What follows belongs to an exercise in optimizing a design on an open flow for small area; a production flow would make more cautious choices.
RTL that was checked went through simulation tests only; none was proved equivalent to the original.
Power and IR drop assume default switching activity.

// dram_addrmap
module dram_addrmap (
    input  wire         clk,
    input  wire         rst,
    input  wire         cfg_we,
    input  wire [16:0]  cfg_geom,
    output reg          cfg_err,
    output wire         ag_valid,
    output wire [16:0]  ag_geom,
    output wire         mstr_half,
    output wire [1:0]   mstr_ranks,
    output wire [11:0]  map_bg,
    output wire [53:0]  map_col,
    output wire [17:0]  map_bank,
    output wire [107:0] map_row,
    output wire [5:0]   map_rank,
    input  wire         req_valid,
    input  wire [37:0]  req_addr,
    input  wire [1:0]   req_size,
    output wire         rsp_valid,
    output wire [1:0]   rsp_fault,
    output wire         rsp_rank,
    output wire [1:0]   rsp_bg,
    output wire [2:0]   rsp_bank,
    output wire [17:0]  rsp_row,
    output wire [11:0]  rsp_col,
    output wire [1:0]   rsp_lane
);
    localparam [5:0] DISABLED = 6'h3F;
    localparam [1:0] F_OK = 2'd0, F_MISALIGNED = 2'd1, F_NOT_READY = 2'd2, F_RANGE = 2'd3;
    wire legal;
    addrmap_cfg u_chk (.cfg_geom(cfg_geom), .legal(legal));
    reg [2:0] g_x;           
    reg       g_b;
    reg [1:0] g_g;
    reg       r4, r1, r0;
    reg       g_k;
    reg       g_h;
    wire ld   = !rst && cfg_we && legal;
    wire hold = !rst && !(cfg_we && legal);
  ...
Settings: LEC_CHECK=0, ABC_AREA=1, CAP_MARGIN=20, CELL_PAD_IN_SITES_DETAIL_PLACEMENT=2, CELL_PAD_IN_SITES_GLOBAL_PLACEMENT=2, CORE_AREA=5 5 155 155, DIE_AREA=0 0 160 160, PLACE_DENSITY=0.35, SLEW_MARGIN=20, SYNTH_HIERARCHICAL=1; clock period 7.0 ns.
standard.sh (not shown) runs the stock make flow with config.mk's settings and CLKGATE_MAP_FILE= SYNTH_SCRIPT=/design/flow/synth_recipe.tcl, a recipe that flattens the netlist after the stock synthesis.
==> flow/flow/run.sh <==
#!/bin/bash
# Layout flow: the standard ORFS flow (standard.sh) with these changes:
#  - synthesis maps the logic with an area-oriented ABC script (abc.script)
#    in place of ORFS's; everything else in synthesis, including the
#    flip-flop mapping and the standard flow's flatten and rename steps, is unchanged,
#    but adders are not pulled out into full- and half-adder cells first;
#  - the port buffers are the smallest buffer, sky130_fd_sc_hd__buf_1;
#  - clock tree synthesis adds no dummy loads, uses clkbuf_8 buffers, and
#    clusters the flip-flops in groups of up to 64;
#  - one tie cell drives all constant-1 outputs, one all constant-0 outputs.
# Each tool's output goes to a log file in the work folder.
set -euo pipefail
W=$PWD
F=$W/flow

# synthesis script: the standard flow's, with yosys's abc command given our ABC script
{
  head -n 1 synth_recipe.tcl
  cat <<EOF
proc abc {args} {
  set a {}
  set skip 0
  foreach x \$args {
    if {\$skip} { set skip 0; lappend a $F/abc.script; continue }
    if {\$x eq "-script"} { set skip 1 }
    lappend a \$x
  }
  yosys abc {*}\$a
}
proc extract_fa {args} {}
EOF
  tail -n +2 synth_recipe.tcl
} > my_synth.tcl

sed "s|SYNTH_SCRIPT=[^ ]*|SYNTH_SCRIPT=$W/my_synth.tcl|" standard.sh > my_standard.sh
grep -q "SYNTH_SCRIPT=$W/my_synth.tcl" my_standard.sh

export BUFFER_PORTS_ARGS="-buffer_cell sky130_fd_sc_hd__buf_1"
export CTS_ARGS="-sink_clustering_enable -sink_clustering_size 64 -sink_clustering_max_diameter 400 -repair_clock_nets -dont_use_dummy_load -buf_list {sky130_fd_sc_hd__clkbuf_8}"
export SKIP_REPAIR_TIE_FANOUT=1
bash my_standard.sh > flow.log 2>&1
==> flow/flow/abc.script <==
strash
dc2
dch -f
amap
Edit:
--- a/flow/design.v
+++ b/flow/design.v
@@ -11,16 +11,19 @@
                    (bg <= 2'd2) &&
                    (rows >= 5'd14) && (rows <= 5'd18);
 endmodule
 module dm_aoi222 (input wire a1, a2, b1, b2, c1, c2, output wire y);
     assign y = ~((a1 & a2) | (b1 & b2) | (c1 & c2));
 endmodule
 module dm_aoi22 (input wire a1, a2, b1, b2, output wire y);
     assign y = ~((a1 & a2) | (b1 & b2));
+endmodule
+module dm_inv (input wire a, output wire y);
+    assign y = ~a;
 endmodule
 module dm_nand2 (input wire a, b, output wire y);
     assign y = ~(a & b);
 endmodule
 module dm_nand3 (input wire a, b, c, output wire y);
     assign y = ~(a & b & c);
 endmodule
 module dm_nand4 (input wire a, b, c, d, output wire y);
@@ -175,60 +178,69 @@
         rv        <= !rst && req_valid && !mis;
         a[0]      <= !rst && req_valid && (req_addr[0] || mis);
         a[37:1]   <= req_addr[37:1];
     end
     assign rsp_valid = rv | a[0];
     wire       hb = ~g_h;
     wire [1:0] s1 = {1'b0, hb} + g_g;
     wire [3:0] s3 = {3'b0, hb} + {1'b0, g_x};
-    wire [3:0] sc = 4'd1 << s1;                         
-    wire [2:0] sp = (s3 >= 4'd6) ? 3'b100 : (s3 >= 4'd3) ? 3'b010 : 3'b001;    
-    wire [2:0] sq = (s3 == 4'd0 || s3 == 4'd3 || s3 == 4'd6) ? 3'b001 :
-                    (s3 == 4'd1 || s3 == 4'd4 || s3 == 4'd7) ? 3'b010 : 3'b100;  
+    wire [3:0] sc_n = ~(4'd1 << s1);                    
+    wire [2:0] sp_n = ~((s3 >= 4'd6) ? 3'b100 : (s3 >= 4'd3) ? 3'b010 : 3'b001);   
+    wire [2:0] sq_n = ~((s3 == 4'd0 || s3 == 4'd3 || s3 == 4'd6) ? 3'b001 :
+                        (s3 == 4'd1 || s3 == 4'd4 || s3 == 4'd7) ? 3'b010 : 3'b100);  
+    wire [3:0] sc;
+    wire [2:0] sp, sq;
+    generate
+        for (i = 0; i < 4; i = i + 1) begin : gsc
+            dm_inv u (.a(sc_n[i]), .y(sc[i]));
+        end
+        for (i = 0; i < 3; i = i + 1) begin : gspq
+            dm_inv up (.a(sp_n[i]), .y(sp[i]));
+            dm_inv uq (.a(sq_n[i]), .y(sq[i]));
+        end
+    endgenerate
     wire [4:0] sr = 5'd1 << g_r;                        
     wire [3:0] ncm = ~{g_c == 3'd4, g_c >= 3'd3, g_c >= 3'd2, g_c != 3'd0};    
     wire [3:0] rm  = {g_r == 3'd4, g_r >= 3'd3, g_r >= 3'd2, g_r != 3'd0};      
     assign rsp_lane     = {hb & a[1], a[0]};
     assign rsp_col[2:0] = g_h ? a[3:1] : a[4:2];
     assign rsp_bg       = {g_g[1], g_g != 2'd0} & (g_h ? a[5:4] : a[6:5]);
     generate
         for (i = 0; i < 9; i = i + 1) begin : gcol
             if (i < 5) begin : u
                 dm_pick4 p (.s(sc), .d(a[4+i +: 4]), .y(rsp_col[3+i]));
             end else begin : m
                 dm_pick4m p (.nm(ncm[i-5]), .s(sc), .d(a[4+i +: 4]), .y(rsp_col[3+i]));
             end
         end
     endgenerate
-    wire [31:0] nt;      
-    wire [29:0] rx;      
+    wire [23:0] nt;      
+    wire [21:0] rx;      
     generate
         for (i = 0; i < 24; i = i + 1) begin : grA
             dm_aoi222 g (.a1(sp[0]), .a2(a[8+i]), .b1(sp[1]), .b2(a[11+i]),
                          .c1(sp[2]), .c2(a[14+i]), .y(nt[i]));
         end
-        for (i = 24; i < 27; i = i + 1) begin : grA2
-            dm_aoi22 g (.a1(sp[0]), .a2(a[8+i]), .b1(sp[1]), .b2(a[11+i]), .y(nt[i]));
-        end
-        for (i = 27; i < 30; i = i + 1) begin : grA3
-            dm_nand2 g (.a(sp[0]), .b(a[8+i]), .y(nt[i]));
-        end
-        assign nt[31:30] = 2'b11;
-        for (i = 0; i < 28; i = i + 1) begin : grB
+        for (i = 0; i < 22; i = i + 1) begin : grB
             dm_aoi222 g (.a1(sq[0]), .a2(nt[i]), .b1(sq[1]), .b2(nt[i+1]),
                          .c1(sq[2]), .c2(nt[i+2]), .y(rx[i]));
         end
-        dm_aoi221 grB28 (.a1(sq[0]), .a2(nt[28]), .b1(sq[1]), .b2(nt[29]), .c(sq[2]), .y(rx[28]));
-        dm_aoi211 grB29 (.a1(sq[0]), .a2(nt[29]), .b(sq[1]), .c(sq[2]), .y(rx[29]));
     endgenerate
     assign rsp_bank = g_b ? rx[2:0] : {1'b0, rx[2:1]};
     assign rsp_row  = {rm & rx[20:17], rx[16:3]};
     wire rank_bit;
     dm_pick5 u_rank (.s(sr), .d(rx[21:17]), .y(rank_bit));
     assign rsp_rank = rank_bit;
     wire [3:0] gle = {~g_r[2], ~(g_r[2] | (g_r[1] & g_r[0])), ~(g_r[2] | g_r[1]), g_r == 3'd0};
-    wire above = |rx[29:22] | |(gle & rx[21:18]);
+    reg  [7:0] th;                                      
+    integer k;
+    always @(*)
+        for (k = 0; k < 8; k = k + 1)
+            th[k] = (s3 <= k);
+    wire above_hi;
+    dm_pick8 u_above (.s(th), .d(a[37:30]), .y(above_hi));
+    wire above = above_hi | |(gle & rx[21:18]);
     wire out_range = above | (~g_k & rank_bit);
     assign rsp_fault = !rv       ? F_MISALIGNED :
                        !g_v      ? F_NOT_READY  :
                        out_range ? F_RANGE      : F_OK;
 endmodule
Hold slack gains 0.072 ns.
Clock power went down by about 2%.
Fmax went down by about 0.8%.
Total power went down by 2.0%.
Die area is unchanged.
Via count went down by 3.0%.
Final cell count barely changes.
Global-route usage went down by 0.29 points.
Area after synthesis went down by about 0.66%.
Critical path depth went down by 5.
Routed wire length went down by 2.8%.
Final area went down by about 3%.
Only the layout flow was run in the first run of this note; the RTL was not checked for function there.

## port drivers added, routing unchanged
The results above use ideal ports. As a check the final layouts listed here were re-extracted and re-timed, cells and wires unchanged.
Step 1 (the two cells are an assumption about what drives the block):
set clk [get_ports {clk}]
set_driving_cell -lib_cell sky130_fd_sc_hd__clkbuf_16 $clk
set_driving_cell -lib_cell sky130_fd_sc_hd__buf_2 [delete_from_list [all_inputs] $clk]
Step 2 times the ports against the registers' clock, not the clock port: input delays grow and output delays shrink by t, the midpoint of the rising clock arrivals with the driver on.
a / b / c = ideal / step 1 / step 2; a / b = the first two.
run	shift t [ns]	setup slack, ns	worst hold slack (ns)	worst data-port slew with drivers (ns)
the first run	0.349	0.761 / 0.727 / 1.075	0.584 / 0.584 / 0.584	0.06
the second run	0.351	0.712 / 0.676 / 1.027	0.656 / 0.656 / 0.656	0.05
After both steps setup and hold are still met in every run listed.
